Source: an optimization exercise on an open RTL-to-GDS flow (aim: small area, a short achievable clock period and few clock cycles per item). Production flows keep margins and buffers that such runs may drop. Only simulation tests tie the RTL to the original design; equivalence was not proved.

==> inputs of v38 <==
==> flow/design.v (excerpt) <==
module tap_mix (
    input  wire        clk,
    input  wire        rst,
    input  wire        in_valid,
    output reg         in_ready,
    input  wire [31:0] a,
    input  wire [31:0] b,
    input  wire [31:0] frac,
    input  wire [31:0] x,
    input  wire [31:0] dw,
    output reg         out_valid,
    input  wire        out_ready,
    output reg  [31:0] y
);
clock: 115.0 ns
lec_check: 0
abc_area: 1
cap_margin: 20
core_margin: 2
core_utilization: 55
slew_margin: 20
standard.sh (not shown) runs the stock make flow with config.mk's settings and CLKGATE_MAP_FILE= SYNTH_SCRIPT=/design/flow/synth_recipe.tcl, a recipe that flattens the netlist after the stock synthesis.
==> flow/flow/run.sh <==
#!/bin/bash
set -euo pipefail
LIB=$FLOW_HOME/platforms/sky130hd/lib/sky130_fd_sc_hd__tt_025C_1v80.lib
YOSYS=$FLOW_HOME/../tools/install/yosys/bin/yosys
R=orfs/results/sky130hd/tap_mix/base

bash standard.sh synth > log_1_synth.txt 2>&1
cp $R/1_2_yosys.v synth_standard.v

python3 flow/invopt.py synth_standard.v resynth_in.v > log_2_invopt.txt 2>&1
python3 flow/libfunc.py $LIB resynth_cells.v sky130_fd_sc_hd__fa_1 sky130_fd_sc_hd__conb_1 > log_3_libfunc.txt 2>&1
printf 'set_driving_cell sky130_fd_sc_hd__buf_1\nset_load 5\n' > abc.constr
sed -e "s#@LIB@#$LIB#g" -e "s#@TOP@#$FLOW_TOP#g" flow/resynth.ys > resynth.ys
$YOSYS -s resynth.ys > log_4_resynth.txt 2>&1
cp resynth_out.v $R/1_2_yosys.v

bash standard.sh finish SETUP_SLACK_MARGIN=90.8 SKIP_GATE_CLONING=1 \
    'BUFFER_PORTS_ARGS=-buffer_cell sky130_fd_sc_hd__buf_2' > log_5_finish.txt 2>&1
==> flow/flow/abc_resynth.script <==
strash
dch
map -B 0.9
topo
stime -c
buffer -c
upsize -c
dnsize -c
Other scripts of this flow, unchanged in this note and not shown: flow/flow/invopt.py, flow/flow/libfunc.py, flow/flow/resynth.ys
==> inputs of v9, as changes to v38 <==
--- a/flow/flow/run.sh
+++ b/flow/flow/run.sh
@@ -15,4 +15,4 @@
 cp resynth_out.v $R/1_2_yosys.v
 
-bash standard.sh finish SETUP_SLACK_MARGIN=90.8 SKIP_GATE_CLONING=1 \
+bash standard.sh finish SETUP_SLACK_MARGIN=89 SKIP_GATE_CLONING=1 \
     'BUFFER_PORTS_ARGS=-buffer_cell sky130_fd_sc_hd__buf_2' > log_5_finish.txt 2>&1
==> flow/flow/abc_resynth.script (replaced) <==
strash
dc2
dch -f
map -B 0.9
topo
stime -c
==> inputs of v7, as changes to v38 <==
--- a/flow/flow/run.sh
+++ b/flow/flow/run.sh
@@ -15,4 +15,4 @@
 cp resynth_out.v $R/1_2_yosys.v
 
-bash standard.sh finish SETUP_SLACK_MARGIN=90.8 SKIP_GATE_CLONING=1 \
+bash standard.sh finish SETUP_SLACK_MARGIN=89.5 SKIP_GATE_CLONING=1 RECOVER_POWER=100 \
     'BUFFER_PORTS_ARGS=-buffer_cell sky130_fd_sc_hd__buf_2' > log_5_finish.txt 2>&1
--- a/flow/config.mk
+++ b/flow/config.mk
@@ -9,4 +9,4 @@
 export CAP_MARGIN = 20
 export CORE_MARGIN = 2
-export CORE_UTILIZATION = 55
+export CORE_UTILIZATION = 65
 export SLEW_MARGIN = 20
==> qor summary <==
|  | v9 | v38 | v7 |
|---|---|---|---|
| Outcome | no timing/DRC/antenna violations | no timing/DRC/antenna violations | failed layout checks |
| Layout check failures | - | - | max-capacitance violations, max-slew violations |
| Clock-pin slew on the worst setup and hold paths | 0.06 ns | 0.07 ns | 0.06 ns |
| Final worst setup slack | 90.71 ns | 90.73 ns | 83.43 ns |
| Layout clock buffer count | 69 | 73 | 71 |
| Wire length of the first global-routing pass | 587000 um | 619000 um | 600000 um |
| Met3 routed WL | 42400 um | 45500 um | 52400 um |
| Portion of the layout cell area used by clock cells | 1.85% | 1.96% | 1.76% |
| Beginning of the critical path | y[24] | y[28] | a1[22] |
| Worst slew margin | 16.0% | 22.2% | -127% |
| Smallest hold slack | 0.321 ns | 0.320 ns | 0.202 ns |
| Number of vias per cell after detailed routing | 6.00 | 5.87 | 6.14 |
| Clock latency at the later pin of the worst-skew pair | 0.74 ns | 0.76 ns | 0.79 ns |
| Unrepaired setup endpoints after global routing | false | true | false |
| Antenna fix cells | 8 | 2 | 1 |
| Cell area after layout | 0.108 sq mm | 0.115 sq mm | 0.113 sq mm |
| Placed instance count | 18800 | 19700 | 19200 |
| Initial antenna violation count | 16 | 8 | 7 |
Testbench counts of v38, summed over its fixed seeds: cycles 12,032, items 12,000.
Testbench counts of v9, summed over its fixed seeds: cycles 12,032, items 12,000.
Testbench counts of v7, summed over its fixed seeds: cycles 12,032, items 12,000.

==> willow: inputs <==
tap_mix again, from the RTL that the note above started with.
Design tap_mix, start of the top module:
module tap_mix (
    input  wire        clk,
    input  wire        rst,
    input  wire        in_valid,
    output reg         in_ready,
    input  wire [31:0] a,
    input  wire [31:0] b,
    input  wire [31:0] frac,
    input  wire [31:0] x,
    input  wire [31:0] dw,
    output reg         out_valid,
    input  wire        out_ready,
    output reg  [31:0] y
);
clock: 115.0 ns
lec_check: 0
abc_area: 1
cap_margin: 20
core_margin: 2
core_utilization: 55
slew_margin: 20
==> flow/flow/run.sh <==
#!/bin/bash
set -euo pipefail
LIB=$FLOW_HOME/platforms/sky130hd/lib/sky130_fd_sc_hd__tt_025C_1v80.lib
YOSYS=$FLOW_HOME/../tools/install/yosys/bin/yosys
R=orfs/results/sky130hd/tap_mix/base

bash standard.sh synth > log_1_synth.txt 2>&1
cp $R/1_2_yosys.v synth_standard.v

python3 flow/invopt.py synth_standard.v resynth_in.v > log_2_invopt.txt 2>&1
python3 flow/libfunc.py $LIB resynth_cells.v sky130_fd_sc_hd__fa_1 sky130_fd_sc_hd__conb_1 > log_3_libfunc.txt 2>&1
printf 'set_driving_cell sky130_fd_sc_hd__buf_1\nset_load 5\n' > abc.constr
sed -e "s#@LIB@#$LIB#g" -e "s#@TOP@#$FLOW_TOP#g" flow/resynth.ys > resynth.ys
$YOSYS -s resynth.ys > log_4_resynth.txt 2>&1
cp resynth_out.v $R/1_2_yosys.v

bash standard.sh finish SETUP_SLACK_MARGIN=90.3 SKIP_GATE_CLONING=1 \
    'BUFFER_PORTS_ARGS=-buffer_cell sky130_fd_sc_hd__buf_2' > log_5_finish.txt 2>&1
==> flow/flow/abc_resynth.script <==
strash
dc2
dch -f
map -B 0.9
topo
stime -c
==> flow/flow/resynth.ys <==
# Re-map the combinational logic of the standard synthesis.  The
# flip-flops and full adders stay the cells the standard synthesis chose
# (with their names); every other cell is read back as its logic function
# (resynth_cells.v) and mapped again by ABC with flow/abc_resynth.script.
read_liberty -lib @LIB@
read_verilog -overwrite resynth_cells.v
read_verilog resynth_in.v
hierarchy -top @TOP@
flatten
opt_clean -purge
techmap
opt -fast
abc -script flow/abc_resynth.script -liberty @LIB@ -dont_use sky130_fd_sc_hd__probe_p_8 -dont_use sky130_fd_sc_hd__probec_p_8 -dont_use sky130_fd_sc_hd__lpflow_bleeder_1 -dont_use sky130_fd_sc_hd__lpflow_clkbufkapwr_1 -dont_use sky130_fd_sc_hd__lpflow_clkbufkapwr_16 -dont_use sky130_fd_sc_hd__lpflow_clkbufkapwr_2 -dont_use sky130_fd_sc_hd__lpflow_clkbufkapwr_4 -dont_use sky130_fd_sc_hd__lpflow_clkbufkapwr_8 -dont_use sky130_fd_sc_hd__lpflow_clkinvkapwr_1 -dont_use sky130_fd_sc_hd__lpflow_clkinvkapwr_16 -dont_use sky130_fd_sc_hd__lpflow_clkinvkapwr_2 -dont_use sky130_fd_sc_hd__lpflow_clkinvkapwr_4 -dont_use sky130_fd_sc_hd__lpflow_clkinvkapwr_8 -dont_use sky130_fd_sc_hd__lpflow_decapkapwr_12 -dont_use sky130_fd_sc_hd__lpflow_decapkapwr_3 -dont_use sky130_fd_sc_hd__lpflow_decapkapwr_4 -dont_use sky130_fd_sc_hd__lpflow_decapkapwr_6 -dont_use sky130_fd_sc_hd__lpflow_decapkapwr_8 -dont_use sky130_fd_sc_hd__lpflow_inputiso0n_1 -dont_use sky130_fd_sc_hd__lpflow_inputiso0p_1 -dont_use sky130_fd_sc_hd__lpflow_inputiso1n_1 -dont_use sky130_fd_sc_hd__lpflow_inputiso1p_1 -dont_use sky130_fd_sc_hd__lpflow_inputisolatch_1 -dont_use sky130_fd_sc_hd__lpflow_isobufsrc_1 -dont_use sky130_fd_sc_hd__lpflow_isobufsrc_16 -dont_use sky130_fd_sc_hd__lpflow_isobufsrc_2 -dont_use sky130_fd_sc_hd__lpflow_isobufsrc_4 -dont_use sky130_fd_sc_hd__lpflow_isobufsrc_8 -dont_use sky130_fd_sc_hd__lpflow_isobufsrckapwr_16 -dont_use sky130_fd_sc_hd__lpflow_lsbuf_lh_hl_isowell_tap_1 -dont_use sky130_fd_sc_hd__lpflow_lsbuf_lh_hl_isowell_tap_2 -dont_use sky130_fd_sc_hd__lpflow_lsbuf_lh_hl_isowell_tap_4 -dont_use sky130_fd_sc_hd__lpflow_lsbuf_lh_isowell_4 -dont_use sky130_fd_sc_hd__lpflow_lsbuf_lh_isowell_tap_1 -dont_use sky130_fd_sc_hd__lpflow_lsbuf_lh_isowell_tap_2 -dont_use sky130_fd_sc_hd__lpflow_lsbuf_lh_isowell_tap_4 -dont_use sky130_fd_sc_hd__fill_1 -dont_use sky130_fd_sc_hd__fill_2 -dont_use sky130_fd_sc_hd__fill_4 -dont_use sky130_fd_sc_hd__fill_8  -constr abc.constr
opt_clean -purge
hierarchy -top @TOP@
read_liberty -lib -overwrite @LIB@
hilomap -singleton -hicell sky130_fd_sc_hd__conb_1 HI -locell sky130_fd_sc_hd__conb_1 LO
splitnets
opt_clean -purge
insbuf -buf sky130_fd_sc_hd__buf_4 A X
check -assert
stat -liberty @LIB@
write_verilog -noattr -nohex -nodec resynth_out.v
Other scripts of this flow, unchanged in this note and not shown: flow/flow/invopt.py, flow/flow/libfunc.py
==> raven: changes against willow <==
--- a/flow/flow/run.sh
+++ b/flow/flow/run.sh
@@ -16,3 +16,3 @@
 
-bash standard.sh finish SETUP_SLACK_MARGIN=90.3 SKIP_GATE_CLONING=1 \
+bash standard.sh finish SETUP_SLACK_MARGIN=89.5 SKIP_GATE_CLONING=1 \
     'BUFFER_PORTS_ARGS=-buffer_cell sky130_fd_sc_hd__buf_2' > log_5_finish.txt 2>&1
==> flow/flow/abc_resynth.script (replaced) <==
strash
dch
map -B 0.9
topo
stime -c
buffer -c
upsize -c
dnsize -c
CORE_UTILIZATION = 65   (was 55)
==> amber: changes against willow <==
--- a/flow/flow/run.sh
+++ b/flow/flow/run.sh
@@ -16,3 +16,3 @@
 
-bash standard.sh finish SETUP_SLACK_MARGIN=90.3 SKIP_GATE_CLONING=1 \
+bash standard.sh finish SETUP_SLACK_MARGIN=89.5 SKIP_GATE_CLONING=1 \
     'BUFFER_PORTS_ARGS=-buffer_cell sky130_fd_sc_hd__buf_2' > log_5_finish.txt 2>&1
==> flow/flow/abc_resynth.script (replaced) <==
strash
dc2
dch -f
map -B 0.9
strash
dc2
dch -f
map -B 0.9
topo
stime -c
==> ember: changes against willow <==
--- a/flow/flow/run.sh
+++ b/flow/flow/run.sh
@@ -16,3 +16,2 @@
 
-bash standard.sh finish SETUP_SLACK_MARGIN=90.3 SKIP_GATE_CLONING=1 \
-    'BUFFER_PORTS_ARGS=-buffer_cell sky130_fd_sc_hd__buf_2' > log_5_finish.txt 2>&1
+bash standard.sh finish SETUP_SLACK_MARGIN=90 SKIP_GATE_CLONING=1 > log_5_finish.txt 2>&1
==> flow/flow/abc_resynth.script (replaced) <==
strash
dch -f
amap
topo
stime -c
buffer -c -N 8
upsize -c -D 19000
dnsize -c -D 19000
stime -c
--- a/flow/flow/resynth.ys
+++ b/flow/flow/resynth.ys
@@ -1,2 +1,2 @@
-# Re-map the combinational logic of the standard synthesis.  The
+# Re-map the combinational logic of the standard synthesis for area.  The
 # flip-flops and full adders stay the cells the standard synthesis chose
CORE_UTILIZATION = 40   (was 55)
==> qor summary <==
quantity                                                           ember           raven           amber          willow
Mapped cell area                                              96,600 um2     111,000 um2      97,600 um2      99,300 um2
Data-path buffer share of cell area in the final layout            11.2%           2.07%           3.90%           3.09%
CTS clock-pin slew for the worst setup and hold paths            0.06 ns         0.06 ns         0.06 ns         0.09 ns
Insertion delay to the later sink of the worst-skew pair         0.76 ns         0.78 ns         0.75 ns         0.74 ns
Share of post-route cells with drive strength above 1              19.7%           10.5%           7.84%           6.29%
Setup slack after layout                                        87.81 ns        90.74 ns        90.66 ns        90.68 ns
Logic depth of the worst setup path including buffers                168               1               1               1
Run status                                                finished clean  finished clean  finished clean  finished clean
# rows                                                               180             151             154             155
Average detailed-routed wire length per instance                 22.8 um         20.1 um         22.4 um         20.1 um
Number of cells produced by synthesis                             14,864          17,319          15,569          15,997
Buffers and inverters on the worst path                               31               1               1               1
Setup Fix Bufs, Post-CTS                                             731               0              11               2
Sequential share of cell area                                      10.5%           10.8%           11.4%           11.3%
Reg-to-reg critical path endpoint                                 p2[17]          r2[16]          w3[13]           p2[6]
Multi-input combinational cell area                           80,500 um2      84,700 um2      77,500 um2      78,700 um2
Die boundary height                                               495 um          417 um          425 um          429 um
End point of the critical path                                    p2[17]           y[28]       out_valid           y[29]
Vias in the first global route                                   106,136         108,667         111,550         104,632
Headroom to the max-slew limit                                     21.8%           18.8%           19.2%           13.3%
Testbench counts of willow, summed over its fixed seeds: cycles 12,032, items 12,000.
Testbench counts of raven, summed over its fixed seeds: cycles 12,032, items 12,000.
Testbench counts of amber, summed over its fixed seeds: cycles 12,032, items 12,000.
Testbench counts of ember, summed over its fixed seeds: cycles 12,032, items 12,000.

==> try-violet: inputs <==
Another version of the RTL of tap_mix (not shown whole).
export LEC_CHECK = 0
export ABC_AREA = 1
export CAP_MARGIN = 50
export CORE_MARGIN = 2
export CORE_UTILIZATION = 40
export SLEW_MARGIN = 80
create_clock -name core_clock -period 115.0 [get_ports {clk}]
run.sh (not shown) runs the stock make flow with config.mk's settings and CLKGATE_MAP_FILE= SYNTH_SCRIPT=/design/flow/synth_recipe.tcl, a recipe that flattens the netlist after the stock synthesis.
Stock flow here: none of the scripts above is used.
==> try-pepper (differences from try-violet) <==
--- a/flow/config.mk
+++ b/flow/config.mk
@@ -8,5 +8,5 @@
 export ABC_AREA = 1
-export CAP_MARGIN = 50
+export CAP_MARGIN = 20
 export CORE_MARGIN = 2
 export CORE_UTILIZATION = 40
-export SLEW_MARGIN = 80
+export SLEW_MARGIN = 20
==> flow_metrics.py <==
metrics = {
    "run_status": {
        "outcome": "no timing/DRC/antenna violations",
    },
    "global_routing": {
        "met1_usage_pct": 42.7,
        "gr-usage-met3_pct": 5.48,
        "antenna_found_initial": 31,
        "use_met2_pct": 44.5,
    },
    "layout": {
        "fillers": 29300,
        "signal_buffers": 767,
        "final_area_um2": 135000,
        "final_util_pct": 47.4,
        "buf_share_pct": 5.26,
    },
    "detailed_routing": {
        "vias": 121000,
        "dr_wl_met3_um": 43100,
        "wl_met1_um": 200000,
        "wl_met2_um": 188000,
    },
    "worst_setup_path": {
        "r2r-start": "b1[2]",
        "crit_path_end": "p2[21]",
    },
}
The numbers above come from try-violet.

==> flow_metrics.py <==
metrics = {
    "detailed_routing": {
        "vias": 119000,
        "wl_met2_um": 183000,
        "dr_wl_met3_um": 45200,
        "wl_met1_um": 198000,
    },
    "run_status": {
        "outcome": "no timing/DRC/antenna violations",
    },
    "global_routing": {
        "met1_usage_pct": 42.2,
        "antenna_found_initial": 35,
        "use_met2_pct": 43.6,
        "gr-usage-met3_pct": 5.69,
    },
    "worst_setup_path": {
        "r2r-start": "a1[2]",
        "cp.depth": 162,
        "crit_path_end": "p2[8]",
    },
    "layout": {
        "final_area_um2": 123000,
        "fillers": 30300,
        "signal_buffers": 463,
        "buf_share_pct": 3.24,
        "nNetsFinal": 18900,
        "final_util_pct": 43.1,
    },
    "die": {
        "die_area_um2": 292000,
    },
}
The numbers above come from try-pepper.

Testbench counts of try-violet, summed over its fixed seeds: cycles 12,032, items 12,000.
Testbench counts of try-pepper, summed over its fixed seeds: cycles 12,032, items 12,000.

-- re-timing with driven ports --
Ports are ideal in the flow. The routed layouts listed here were re-timed in OpenROAD. Step 1 sets driving cells, clkbuf_16 on the clock port and buf_2 on the other inputs (assumed; they add their load-dependent delay and slew). Step 2 adds t to the input delays and takes it off the output delays; t is the mean of the earliest and latest rising clock arrival at the registers after step 1. Input paths then give back, and output paths get back, about the clock's delay inside the block. Slacks: no drivers / after step 1 / after step 2; pairs: no drivers / after step 1.
run	shift t [ns]	slack for setup (ns)	hold slack, ns	latest minus earliest clock arrival (ns)	worst slew at a driven data input, ns
v38	0.807	90.729 / 90.641 / 90.652	0.320 / 0.320 / 0.320	0.082 / 0.082	0.05
v9	0.806	90.713 / 90.625 / 90.554	0.321 / 0.321 / 0.321	0.045 / 0.046	0.16
v7	0.808	83.432 / 83.432 / 83.432	0.202 / 0.202 / 0.202	0.136 / 0.135	0.04
willow	0.810	90.682 / 90.593 / 90.444	0.316 / 0.316 / 0.316	0.049 / 0.049	0.16
raven	0.803	90.742 / 90.653 / 90.589	0.205 / 0.205 / 0.205	0.132 / 0.132	0.05
amber	0.818	90.656 / 90.565 / 90.050	0.299 / 0.299 / 0.299	0.046 / 0.046	0.21
ember	0.821	87.808 / 87.808 / 87.808	0.317 / 0.317 / 0.317	0.053 / 0.052	0.21
try-violet	0.880	85.330 / 85.330 / 85.330	0.401 / 0.401 / 0.401	0.115 / 0.114	0.18
try-pepper	0.871	82.901 / 82.901 / 82.901	0.397 / 0.397 / 0.397	0.116 / 0.116	0.17
The setup slack of amber, which loses most, moves by -0.091 ns with the drivers and by -0.606 ns with both steps.
